This is an optimization exercise on Yosys and OpenROAD, whose aim is small area, a short achievable clock period and few clock cycles per item, not a production implementation. Where RTL was checked, it was by simulation tests only, not by an equivalence proof against the original.

Setup of alpha:
==> flow/design.v <==
module twr_ranging (
    input  wire        clk,
    input  wire        rst,
    input  wire        in_valid,
    output wire        in_ready,
    input  wire [31:0] pt,
    input  wire [31:0] rr,
    input  wire [31:0] ft,
    input  wire [31:0] prx,
    input  wire [31:0] rtx,
    input  wire [31:0] frx,
    output wire        out_valid,
    input  wire        out_ready,
    output wire [31:0] tof,
    output wire        degen,
    output wire [31:0] ra,
    output wire [31:0] rb,
    output wire [31:0] da,
    output wire [31:0] db
);
    localparam integer K  = 4;           
    localparam integer R  = 2;           
    localparam integer NM = 32 / K;      
    localparam integer J1 = 16;          
    localparam integer W  = 34 + K;      
    localparam integer NR = 2 * K + 3;   
    localparam [2:0] S_IDLE = 3'd0,
                     S_MUL  = 3'd1,
                     S_FIX  = 3'd2,
                     S_PREP = 3'd3,
                     S_DIV  = 3'd4,
                     S_FIN  = 3'd5,
                     S_DONE = 3'd6;
    reg  [2:0]  state;
    reg  [3:0]  cnt;
    reg  [31:0] ra_q, rb_q, da_q, db_q;
    reg  [31:0] x_q;      
    reg  [1:0]  dch_q;    
    reg         brb_q, bdb_q;    
    reg  [33:0] h_q;      
    reg  [33:0] c_q;      
    reg         cl_q;     
    reg  [31:0] l_q;      
    reg         neg_q;
    wire in_fire = in_valid & in_ready;
    wire [K:0]   rbs = {1'b0, rb_q[K-1:0]} - {1'b0, x_q[K-1:0]} - {{K{1'b0}}, brb_q};
    wire [K:0]   dbs = {1'b0, x_q[K-1:0]} - {1'b0, db_q[K-1:0]} - {{K{1'b0}}, bdb_q};
    wire [K-1:0] dr  = rbs[K-1:0];
    wire [K-1:0] dd  = dbs[K-1:0];
    wire [K-1:0] rad = ra_q[cnt[2:0]*K +: K];
    wire [K-1:0] dad = da_q[cnt[2:0]*K +: K];
    wire [K+1:0] dsum = {2'b00, rad} + {2'b00, dad} + {2'b00, dr} + {2'b00, dd} + {{K{1'b0}}, dch_q};
    wire [33:0]  den_q = {dch_q, x_q};
    assign degen = (den_q == 34'd0);
    reg  [W-1:0] rq [0:3*NR];
    reg  [W-1:0] ms, mc;
    integer hd, tl, j;
    always @* begin
        rq[0] = {{(W-34){1'b0}}, h_q};
        rq[1] = {{(W-34){1'b0}}, c_q};
        rq[2] = {{(W-K){1'b0}}, dd};
        for (j = 0; j < K; j = j + 1) begin
            rq[3 + 2*j] = {{(W-32){1'b0}}, ra_q & {32{dr[j]}}} << j;
            rq[4 + 2*j] = {{(W-32){1'b0}}, ~da_q & {32{dd[j]}}} << j;
        end
        for (j = NR; j <= 3*NR; j = j + 1) rq[j] = {W{1'b0}};
        hd = 0;
        tl = NR;
        for (j = 0; j < NR - 2; j = j + 1) begin
            rq[tl]     = rq[hd] ^ rq[hd+1] ^ rq[hd+2];
            rq[tl + 1] = ((rq[hd] & rq[hd+1]) | (rq[hd] & rq[hd+2]) | (rq[hd+1] & rq[hd+2])) << 1;
            hd = hd + 3;
            tl = tl + 2;
        end
        ms = rq[hd];
        mc = rq[hd+1];
    end
    wire [K:0] mlo = {1'b0, ms[K-1:0]} + {1'b0, mc[K-1:0]} + {{K{1'b0}}, cl_q};
    wire [34:0] hsum = {1'b0, h_q} + {1'b0, c_q} + {34'd0, cl_q} - {3'd0, db_q};
    wire        sgn  = h_q[32];
    wire [63:0] dvd  = {h_q[31:0], l_q} ^ {64{sgn}};
    wire        shrt = (dvd[63:50] == 14'd0) && (dvd[49:16] < den_q);
    reg  [33:0] rem_n;
    reg  [31:0] quo_n;
    reg  [34:0] rsh;
    reg  [35:0] dif;
    integer i;
    always @* begin
        rem_n = h_q;
        quo_n = l_q;
        for (i = 0; i < R; i = i + 1) begin
            rsh   = {rem_n, quo_n[31]};
            dif   = {1'b0, rsh} - {2'b00, den_q};
            rem_n = dif[35] ? rsh[33:0] : dif[33:0];
            quo_n = {quo_n[30:0], ~dif[35]};
        end
    end
    wire c_fix = neg_q & (h_q + 34'd1 == den_q);
    wire [31:0] tof_n = (l_q ^ {32{neg_q}}) + {31'd0, neg_q & ~c_fix};
    always @(posedge clk) begin
        if (rst) begin
            state <= S_IDLE;
        end else begin
            case (state)
                S_MUL: begin
                    rb_q  <= {dr, rb_q[31:K]};
                    db_q  <= {dd, db_q[31:K]};
                    x_q   <= {dsum[K-1:0], x_q[31:K]};
                    dch_q <= dsum[K+1:K];
                    brb_q <= rbs[K];
                    bdb_q <= dbs[K];
                    h_q   <= ms[W-1:K];
                    c_q   <= mc[W-1:K];
                    cl_q  <= mlo[K];
                    l_q   <= {mlo[K-1:0], l_q[31:K]};
                    cnt   <= cnt + 4'd1;
                    if (cnt == NM - 1)
                        state <= S_FIX;
                end
                S_FIX: begin
                    h_q   <= hsum[33:0];
                    state <= S_PREP;
                end
                S_PREP: begin
                    neg_q <= sgn;
                    if (shrt) begin
                        h_q <= dvd[49:16];
                        l_q <= {dvd[15:0], 16'd0};
                        cnt <= 16 - J1 / R;
                    end else begin
                        h_q <= {2'b00, dvd[63:32]};
                        l_q <= dvd[31:0];
                        cnt <= 4'd0;
                    end
                    state <= S_DIV;
                end
                S_DIV: begin
                    h_q <= rem_n;
                    l_q <= quo_n;
                    cnt <= cnt + 4'd1;
                    if (cnt == 4'd15)
                        state <= S_FIN;
                end
                S_FIN: begin
                    l_q   <= degen ? 32'd0 : tof_n;
                    state <= S_DONE;
                end
                default: ;
            endcase
            if (in_fire) begin
                ra_q  <= rr  - pt;
                rb_q  <= frx;
                da_q  <= ft  - rr;
                db_q  <= prx;
                x_q   <= rtx;
                dch_q <= 2'd0;
                brb_q <= 1'b0;
                bdb_q <= 1'b0;
                h_q   <= 34'd0;
                c_q   <= 34'd0;
                cl_q  <= 1'b0;
                cnt   <= 4'd0;
                state <= S_MUL;
            end else if (state == S_DONE && out_ready) begin
                state <= S_IDLE;
            end
        end
    end
    assign in_ready  = (state == S_IDLE) | ((state == S_DONE) & out_ready);
    assign out_valid = (state == S_DONE);
    assign tof       = l_q;
    assign ra        = ra_q;
    assign rb        = rb_q;
    assign da        = da_q;
    assign db        = db_q;
endmodule
Settings: LEC_CHECK=0, ABC_CLOCK_PERIOD_IN_PS=5000, CAP_MARGIN=20, CORE_MARGIN=2, CORE_UTILIZATION=60, PLACE_DENSITY=0.7, SETUP_SLACK_MARGIN=5, SLEW_MARGIN=20; clock period 13.0 ns.
run.sh (not shown) runs the stock make flow with config.mk's settings and CLKGATE_MAP_FILE= SYNTH_SCRIPT=/design/flow/synth_recipe.tcl, a recipe that flattens the netlist after the stock synthesis.
alpha went all the way through synthesis, placement and routing and the layout is clean on timing, DRC and antenna.
Testbench counts of alpha, summed over its fixed seeds: cycles 6,408, items 320.
Input changes introduced in beta (baseline for comparison: alpha):
--- a/flow/design.v
+++ b/flow/design.v
@@ -23,13 +23,10 @@
     localparam integer NM = 32 / K;      
     localparam integer J1 = 16;          
-    localparam integer W  = 34 + K;      
-    localparam integer NR = 2 * K + 3;   
     localparam [2:0] S_IDLE = 3'd0,
                      S_MUL  = 3'd1,
-                     S_FIX  = 3'd2,
-                     S_PREP = 3'd3,
-                     S_DIV  = 3'd4,
-                     S_FIN  = 3'd5,
-                     S_DONE = 3'd6;
+                     S_PREP = 3'd2,
+                     S_DIV  = 3'd3,
+                     S_FIN  = 3'd4,
+                     S_DONE = 3'd5;
     reg  [2:0]  state;
     reg  [3:0]  cnt;
@@ -39,6 +36,4 @@
     reg         brb_q, bdb_q;    
     reg  [33:0] h_q;      
-    reg  [33:0] c_q;      
-    reg         cl_q;     
     reg  [31:0] l_q;      
     reg         neg_q;
@@ -53,29 +48,7 @@
     wire [33:0]  den_q = {dch_q, x_q};
     assign degen = (den_q == 34'd0);
-    reg  [W-1:0] rq [0:3*NR];
-    reg  [W-1:0] ms, mc;
-    integer hd, tl, j;
-    always @* begin
-        rq[0] = {{(W-34){1'b0}}, h_q};
-        rq[1] = {{(W-34){1'b0}}, c_q};
-        rq[2] = {{(W-K){1'b0}}, dd};
-        for (j = 0; j < K; j = j + 1) begin
-            rq[3 + 2*j] = {{(W-32){1'b0}}, ra_q & {32{dr[j]}}} << j;
-            rq[4 + 2*j] = {{(W-32){1'b0}}, ~da_q & {32{dd[j]}}} << j;
-        end
-        for (j = NR; j <= 3*NR; j = j + 1) rq[j] = {W{1'b0}};
-        hd = 0;
-        tl = NR;
-        for (j = 0; j < NR - 2; j = j + 1) begin
-            rq[tl]     = rq[hd] ^ rq[hd+1] ^ rq[hd+2];
-            rq[tl + 1] = ((rq[hd] & rq[hd+1]) | (rq[hd] & rq[hd+2]) | (rq[hd+1] & rq[hd+2])) << 1;
-            hd = hd + 3;
-            tl = tl + 2;
-        end
-        ms = rq[hd];
-        mc = rq[hd+1];
-    end
-    wire [K:0] mlo = {1'b0, ms[K-1:0]} + {1'b0, mc[K-1:0]} + {{K{1'b0}}, cl_q};
-    wire [34:0] hsum = {1'b0, h_q} + {1'b0, c_q} + {34'd0, cl_q} - {3'd0, db_q};
+    wire [31+K:0] pr = ra_q * dr;
+    wire [31+K:0] pd = da_q * dd;
+    wire [33+K:0] macc = {{(K+1){h_q[32]}}, h_q[32:0]} + {2'b00, pr} - {2'b00, pd};
     wire        sgn  = h_q[32];
     wire [63:0] dvd  = {h_q[31:0], l_q} ^ {64{sgn}};
@@ -110,18 +83,13 @@
                     brb_q <= rbs[K];
                     bdb_q <= dbs[K];
-                    h_q   <= ms[W-1:K];
-                    c_q   <= mc[W-1:K];
-                    cl_q  <= mlo[K];
-                    l_q   <= {mlo[K-1:0], l_q[31:K]};
-                    cnt   <= cnt + 4'd1;
+                    h_q <= {macc[33+K], macc[32+K:K]};
+                    l_q <= {macc[K-1:0], l_q[31:K]};
+                    cnt <= cnt + 4'd1;
                     if (cnt == NM - 1)
-                        state <= S_FIX;
-                end
-                S_FIX: begin
-                    h_q   <= hsum[33:0];
-                    state <= S_PREP;
+                        state <= S_PREP;
                 end
                 S_PREP: begin
                     neg_q <= sgn;
+                    cnt   <= 4'd0;
                     if (shrt) begin
                         h_q <= dvd[49:16];
@@ -158,6 +126,4 @@
                 bdb_q <= 1'b0;
                 h_q   <= 34'd0;
-                c_q   <= 34'd0;
-                cl_q  <= 1'b0;
                 cnt   <= 4'd0;
                 state <= S_MUL;
--- outcome ---
- Diff alpha -> beta | arithmetic-cell share of the synthesized area counting full adders, half adders and majority gates | decrease of 3.9 points
- beta: done, clean on timing, DRC and antenna
- Share of synthesized area spent on multiplexers: alpha vs beta — no meaningful difference
- Sort beta and alpha by core occupancy in the finished layout asc -> top: alpha
- Going from alpha to beta, die outline width down about 4%; setup TNS after final layout held steady.
Function not checked in beta: the RTL went through the layout flow alone.

-- re-timing with driven ports --
In the flow no input, the clock included, has a driving cell. The finished layouts below were timed again as built, in two steps. Step 1, drivers: a clkbuf_16 drives clk and a buf_2 each remaining input, both assumed. Step 2 also shifts input and output timing later by t, the mid clock arrival at the registers, as if the neighbouring blocks saw the same clock. Slacks: no drivers / after step 1 / after step 2; pairs: no drivers / after step 1.
run | t (ns) | setup slack, ns | hold slack, ns
alpha | 0.618 | 5.619 / 5.619 / 5.619 | 0.547 / 0.547 / 0.547
beta | 0.659 | 3.776 / 3.776 / 3.776 | 0.542 / 0.542 / 0.542
After both steps every run listed still meets setup and hold.
